Source: an optimization exercise on an open RTL-to-GDS flow (aim: small area and few clock cycles). Production flows keep margins and buffers that such runs may drop.
In this exercise RTL edits were held to simulation tests only and were not proved equivalent to the original.
Power figures rest on the tool's default switching activity, not on a simulated workload.

== run A ==
// geq_encoder
module geq_encoder (
    input  wire         clk,
    input  wire         rst,               
    input  wire         in_valid,
    output wire         in_ready,
    input  wire [7:0]   in_board_id,
    input  wire [7:0]   in_frame_seq,
    input  wire [7:0]   in_brightness,
    input  wire [423:0] in_bars,           
    input  wire         in_scope_en,
    input  wire [423:0] in_scope,          
    input  wire         in_vu_en,
    input  wire [31:0]  in_vu,             
    output wire         out_valid,
    input  wire         out_ready,
    output reg  [7:0]   out_byte,
    output wire         out_last
);
Size: ~1,600 cells after synthesis, roughly 920 I/O pins, about 18,000 µm² of cells after synthesis.
clock: 10.0 ns
lec_check: 0
cap_margin: 0
core_area: 5 5 325 325
die_area: 0 0 330 330
slew_margin: 0
synth_hierarchical: 1
standard.sh (not shown) runs the stock make flow with config.mk's settings and CLKGATE_MAP_FILE= SYNTH_SCRIPT=/design/flow/synth_recipe.tcl, a recipe that flattens the netlist after the stock synthesis.
==> flow/flow/run.sh <==
#!/bin/bash
# The standard layout, with three changes:
# - after synthesis, every combinational cell gets the smallest drive of its
#   family (flow/downsize.tcl); the later repair steps size up where needed;
# - each port is buffered by the smallest buffer (sky130_fd_sc_hd__buf_1)
#   instead of the cell buffer_ports picks by itself;
# - a clock tree of small clock buffers without dummy loads.
set -euo pipefail
cd "$(dirname "$0")/.."
export BUFFER_PORTS_ARGS="-buffer_cell sky130_fd_sc_hd__buf_1"
export CTS_ARGS="-sink_clustering_enable -repair_clock_nets -buf_list sky130_fd_sc_hd__clkbuf_4 -root_buf sky130_fd_sc_hd__clkbuf_8 -sink_clustering_size 9 -sink_clustering_max_diameter 60 -dont_use_dummy_load"
bash standard.sh synth > synth.log 2>&1
ODB=orfs/results/sky130hd/geq_encoder/base/1_synth.odb openroad -no_init -exit flow/downsize.tcl > downsize.log 2>&1
bash standard.sh finish > standard.log 2>&1
==> flow/flow/downsize.tcl <==
# Area recovery on the synthesized netlist: give every combinational cell the
# smallest drive strength of its family (same function and pins). The layout
# steps that follow (repair_design, repair_timing) size up again wherever
# slew, capacitance or timing need it. Registers are left as they are.
read_db $::env(ODB)
set db [ord::get_db]
set skip {^(df|edf|sdf|dl|sdl|clk|conb|tap|fill|decap|diode|lpflow|probe|ebuf|einv|macro)}
set best [dict create]
foreach lib [$db getLibs] {
  foreach m [$lib getMasters] {
    if {![regexp {^sky130_fd_sc_hd__([a-z0-9]+)_([0-9]+)$} [$m getName] -> fam d]} continue
    if {[regexp $skip $fam]} continue
    set a [expr {[$m getWidth] * [$m getHeight]}]
    if {![dict exists $best $fam] || $a < [lindex [dict get $best $fam] 1]} {
      dict set best $fam [list $m $a]
    }
  }
}
set n 0
set saved 0.0
foreach inst [[ord::get_db_block] getInsts] {
  set m [$inst getMaster]
  if {![regexp {^sky130_fd_sc_hd__([a-z0-9]+)_([0-9]+)$} [$m getName] -> fam d]} continue
  if {![dict exists $best $fam]} continue
  lassign [dict get $best $fam] bm ba
  set a [expr {[$m getWidth] * [$m getHeight]}]
  if {$ba < $a && [$inst swapMaster $bm]} {
    incr n
    set saved [expr {$saved + ($a - $ba) / 1e6}]
  }
}
puts "downsized $n cells, [format %.1f $saved] um2"
write_db $::env(ODB)
Both conditions hold for run A: the flow ran to the end and the final layout passed the timing, DRC and antenna checks.
Testbench counts of run A, summed over its fixed seeds: cycles 139,208.
#### Input delta (run B over run A)
Settings: SLEW_MARGIN now 20, was 0; DIE_AREA now 0 0 185 185, was 0 0 330 330; PLACE_DENSITY now 0.85, previously not set; CORE_AREA now 5 5 180 180, was 5 5 325 325; CAP_MARGIN now 20, was 0.
-- flow/flow/run.sh --
<<< run A, line 2
# The standard layout, with three changes:
>>> run B, line 2
# The standard layout, with these changes:
<<< run A, line 7
# - a clock tree of small clock buffers without dummy loads.
>>> run B, line 7
# - a clock tree of small clock buffers without dummy loads;
# - pins placed as close as one routing track apart, for a smaller die.
<<< run A, line 11
>>> run B, line 12
export PLACE_PINS_ARGS="-min_distance 1 -min_distance_in_tracks"
==> comparison <==
Of run B and run A, the run reporting the higher setup slack was run B.
Run B ran to completion and came out clean on the timing, DRC and antenna checks.
Relative to run A, global-route track usage on met3 increased by 8.9 points in run B.
Run B vs run A: standard-cell row count down in run B
Run B: layout-stage area growth over the synthesis result is 7.6 points lower than what run A reported.
In the flow results for run B and run A, the final area is larger on run A.
Run B -> run A: I/O pin count delta 0, exact match
Critical-path maximum fanout went down by a few percent going from run A to run B.
### run B -> run C
Settings: a deleted PLACE_DENSITY that had been 0.85; a change of CORE_AREA from 5 5 180 180 to 5 5 325 325; a change of DIE_AREA from 0 0 185 185 to 0 0 330 330.
-- flow/flow/run.sh --
<<< run B, line 2
# The standard layout, with these changes:
>>> run C, line 2
# The standard layout, with three changes:
<<< run B, line 7
# - a clock tree of small clock buffers without dummy loads;
# - pins placed as close as one routing track apart, for a smaller die.
>>> run C, line 7
# - a clock tree of small clock buffers without dummy loads.
<<< run B, line 12
export PLACE_PINS_ARGS="-min_distance 1 -min_distance_in_tracks"
>>> run C, line 11
Findings:
Compared with run B, in run C minimum setup slack in the final design went down 0.79 ns, cell count rose 984.
Run C: non-clock buffer count higher than run B
Against run B, run C comes in about 25% higher on first-pass GRT wire length.
Core utilization sits lower in run C than in run B.
Relative area change from synthesis to final layout (higher): run C
The power after layout in run C was higher than what run B gave.
Delta (run C minus run B): post-route met1 wirelength increased about 60%; fraction of standard cell area that is sequential decreased 2.4 points.
For run D, these inputs were changed with respect to run C:
Settings: a change of DIE_AREA from 0 0 330 330 to 0 0 200 200; a change of CORE_AREA from 5 5 325 325 to 5 5 195 195; an added PLACE_DENSITY of 0.75.
-- flow/flow/run.sh --
<<< run C, line 7
# - a clock tree of small clock buffers without dummy loads.
>>> run D, line 7
# - a clock tree of small clock buffers without dummy loads;
# - pins placed as close as one routing track apart, for a smaller die.
<<< run C, line 11
>>> run D, line 12
export PLACE_PINS_ARGS="-min_distance 1 -min_distance_in_tracks"
==> comparison <==
Status: sequential power parity (run C, run D). Run D — overall routing resource usage 17 points higher, run C as reference. From run C to run D the numbers moved as follows: setup slack of the critical path after layout went up; area of the core -66,000 µm²; met3 routing resource usage after global routing +3.6 points. Sort run D and run C by mean number of vias per cell, ascending, and run C comes first. From run C to run D the numbers moved as follows: critical path depth about even, total length of routed met2 wires fell 14,000 µm, wire length has decreased, level count of the clock H-tree has decreased.

---

geq_encoder, a different RTL version from the one above (not shown whole).
For scale: ~490 flip-flops, about 920 I/O pins, about 20,000 sq um of cells after synthesis.
Design geq_encoder, start of the top module:
module geq_encoder (
    input  wire         clk,
    input  wire         rst,               
    input  wire         in_valid,
    output wire         in_ready,
    input  wire [7:0]   in_board_id,
    input  wire [7:0]   in_frame_seq,
    input  wire [7:0]   in_brightness,
    input  wire [423:0] in_bars,           
    input  wire         in_scope_en,
    input  wire [423:0] in_scope,          
    input  wire         in_vu_en,
    input  wire [31:0]  in_vu,             
    output wire         out_valid,
    input  wire         out_ready,
    output reg  [7:0]   out_byte,
    output wire         out_last
);
==> flow/config.mk <==
export PLATFORM = sky130hd
export DESIGN_NAME = geq_encoder
export DESIGN_NICKNAME = geq_encoder
export VERILOG_FILES = /design/flow/design.v
export SDC_FILE = /design/flow/constraint.sdc
export NUM_CORES = 4
export LEC_CHECK = 0
export CAP_MARGIN = 20
export CORE_AREA = 5 5 325 325
export DIE_AREA = 0 0 330 330
export SLEW_MARGIN = 20
export SYNTH_HIERARCHICAL = 1
==> flow/constraint.sdc <==
create_clock -name core_clock -period 10.0 [get_ports {clk}]
set_input_delay 2.0000 -clock core_clock [delete_from_list [all_inputs] [get_ports {clk}]]
set_output_delay 2.0000 -clock core_clock [all_outputs]
set_load 0.01 [all_outputs]
==> flow/flow/run.sh <==
#!/bin/bash
# The standard layout, with each port buffered by the smallest buffer
# (sky130_fd_sc_hd__buf_1) instead of the cell buffer_ports picks by itself,
# and a clock tree of small clock buffers without dummy loads.
set -euo pipefail
cd "$(dirname "$0")/.."
export BUFFER_PORTS_ARGS="-buffer_cell sky130_fd_sc_hd__buf_1"
export CTS_ARGS="-sink_clustering_enable -repair_clock_nets -buf_list sky130_fd_sc_hd__clkbuf_4 -root_buf sky130_fd_sc_hd__clkbuf_8 -dont_use_dummy_load"
bash standard.sh finish > standard.log 2>&1
The baseline completed without violations.
Testbench counts at the start, summed over its fixed seeds: cycles 139,208.
Change:
==> flow/flow/run.sh (replaced) <==
#!/bin/bash
# The standard layout, with each port buffered by the smallest buffer
# (sky130_fd_sc_hd__buf_1) instead of the cell buffer_ports picks by itself.
set -euo pipefail
cd "$(dirname "$0")/.."
export BUFFER_PORTS_ARGS="-buffer_cell sky130_fd_sc_hd__buf_1"
bash standard.sh finish > standard.log 2>&1
Result: Design area climbs by 2.7%; global-route usage is lower by 0.26 points; synthesized cell count stays the same; first-iteration DRC count went up by about 3.7%; sequential power stays flat.

---

Another version of the RTL of geq_encoder (not shown whole).
Size: ~490 flip-flops, about 920 I/O pins, about 23000 um^2 of cells after synthesis.
export LEC_CHECK = 0
export CAP_MARGIN = 20
export CORE_AREA = 5 5 325 325
export DIE_AREA = 0 0 330 330
export SLEW_MARGIN = 20
create_clock -name core_clock -period 10.0 [get_ports {clk}]
==> flow/flow/run.sh <==
#!/bin/bash
# The standard layout, with each port buffered by the smallest buffer
# (sky130_fd_sc_hd__buf_1) instead of the cell buffer_ports picks by itself.
set -euo pipefail
cd "$(dirname "$0")/.."
export BUFFER_PORTS_ARGS="-buffer_cell sky130_fd_sc_hd__buf_1"
bash standard.sh finish > standard.log 2>&1
Testbench counts at the start, summed over its fixed seeds: cycles 139,208.
Change:
==> flow/run.sh (new file) <==
#!/bin/bash
# synth_recipe.tcl (not shown) runs the flow's synth.tcl, then flattens the netlist and writes it again
# the make line also repeats each setting of config.mk as NAME=value (left out here)
make -C /OpenROAD-flow-scripts/flow DESIGN_CONFIG=/design/flow/config.mk WORK_HOME=/design/flow/orfs CLKGATE_MAP_FILE= SYNTH_SCRIPT=/design/flow/synth_recipe.tcl finish
removed: flow/flow/run.sh
removed: flow/standard.sh
Outcome: The changed run passed the timing, DRC and antenna checks. Final cell count hardly moves. Global-route usage goes up by 0.38 points. Via count goes down by 1.2%. Maximum frequency falls by about 4%. Hold slack gets better by 3.6 ps.

---

Setup of job 163:
geq_encoder, a different RTL version from the one above (not shown whole).
For scale: ~1800 cells after synthesis, roughly 920 I/O pins, ~19000 um2 of cells after synthesis.
==> flow/config.mk <==
export PLATFORM = sky130hd
export DESIGN_NAME = geq_encoder
export DESIGN_NICKNAME = geq_encoder
export VERILOG_FILES = /design/flow/design.v
export SDC_FILE = /design/flow/constraint.sdc
export NUM_CORES = 4
export LEC_CHECK = 0
export CAP_MARGIN = 20
export CORE_AREA = 5 5 325 325
export DIE_AREA = 0 0 330 330
export SLEW_MARGIN = 20
export SYNTH_HIERARCHICAL = 1
==> flow/constraint.sdc <==
create_clock -name core_clock -period 10.0 [get_ports {clk}]
set_input_delay 2.0000 -clock core_clock [delete_from_list [all_inputs] [get_ports {clk}]]
set_output_delay 2.0000 -clock core_clock [all_outputs]
set_load 0.01 [all_outputs]
==> flow/flow/run.sh <==
#!/bin/bash
# The standard layout, with each port buffered by the smallest buffer
# (sky130_fd_sc_hd__buf_1) instead of the cell buffer_ports picks by itself,
# and a clock tree of small clock buffers without dummy loads.
set -euo pipefail
cd "$(dirname "$0")/.."
export BUFFER_PORTS_ARGS="-buffer_cell sky130_fd_sc_hd__buf_1"
export CTS_ARGS="-sink_clustering_enable -repair_clock_nets -buf_list sky130_fd_sc_hd__clkbuf_4 -root_buf sky130_fd_sc_hd__clkbuf_8 -dont_use_dummy_load"
bash standard.sh finish > standard.log 2>&1
Testbench counts of job 163, summed over its fixed seeds: cycles 139,208.
Edits applied to the flow inputs when going from job 163 to job 3540:
--- a/flow/flow/run.sh
+++ b/flow/flow/run.sh
@@ -7,3 +7,3 @@
 export BUFFER_PORTS_ARGS="-buffer_cell sky130_fd_sc_hd__buf_1"
-export CTS_ARGS="-sink_clustering_enable -repair_clock_nets -buf_list sky130_fd_sc_hd__clkbuf_4 -root_buf sky130_fd_sc_hd__clkbuf_8 -dont_use_dummy_load"
+export CTS_ARGS="-sink_clustering_enable -repair_clock_nets -buf_list sky130_fd_sc_hd__clkbuf_4 -root_buf sky130_fd_sc_hd__clkbuf_8 -sink_clustering_size 9 -sink_clustering_max_diameter 60 -dont_use_dummy_load"
 bash standard.sh finish > standard.log 2>&1
[summary]
Job 3540: no failed stages, no open violations at the end
The register-to-register slack of job 3540 was superior to that of job 163.
Compared with job 163, in job 3540 total power shows a reduction of 8.6%, final cell utilization of the core fell 0.47 points, met2 wire length -440 um.
Job 3540 ends up with lower final non-filler cell total than job 163 does.
| final-layout fill cell count | job 3540 vs job 163 | ≈ equal |
H-tree level count on job 3540 is down relative to job 163.
Comparing job 3540 and job 163, the lower setup slack was measured on job 163.
Per-instance average area after synthesis: job 163 vs job 3540 identical

separate check: timing with driven ports:
Ports are ideal in the flow. The routed layouts listed here were re-timed in OpenROAD. Step 1: set_driving_cell puts a clkbuf_16 on clk and a buf_2 on each other input, an assumption about the parent block. Step 2 also shifts input and output timing later by t, the mid clock arrival at the registers, as if the neighbouring blocks saw the same clock. Three values: ideal, step 1, step 2; two values: the first two.
run | shift t [ns] | setup slack, ns | worst register clock-pin slew, ns | pins driven straight from the clock port
run A | 0.714 | 2.044 / 1.986 / 2.700 | 0.11 / 0.11 | 1
run B | 0.640 | 2.832 / 2.781 / 3.421 | 0.11 / 0.11 | 1
run C | 0.714 | 2.044 / 1.986 / 2.700 | 0.11 / 0.11 | 1
run D | 0.657 | 2.603 / 2.555 / 3.211 | 0.11 / 0.11 | 1
the first run of note 2 | 0.813 | 2.363 / 2.308 / 3.121 | 0.07 / 0.07 | 1
the second run of note 2 | 0.683 | 2.466 / 2.407 / 3.090 | 0.07 / 0.07 | 1
the first run of note 3 | 0.689 | 1.179 / 1.119 / 1.808 | 0.07 / 0.07 | 1
the second run of note 3 | 0.712 | 0.802 / 0.737 / 1.449 | 0.07 / 0.07 | 1
job 163 | 0.831 | 2.147 / 2.081 / 2.912 | 0.07 / 0.07 | 1
job 3540 | 0.724 | 2.326 / 2.261 / 2.985 | 0.11 / 0.11 | 1
After both steps every run listed still meets setup and hold.
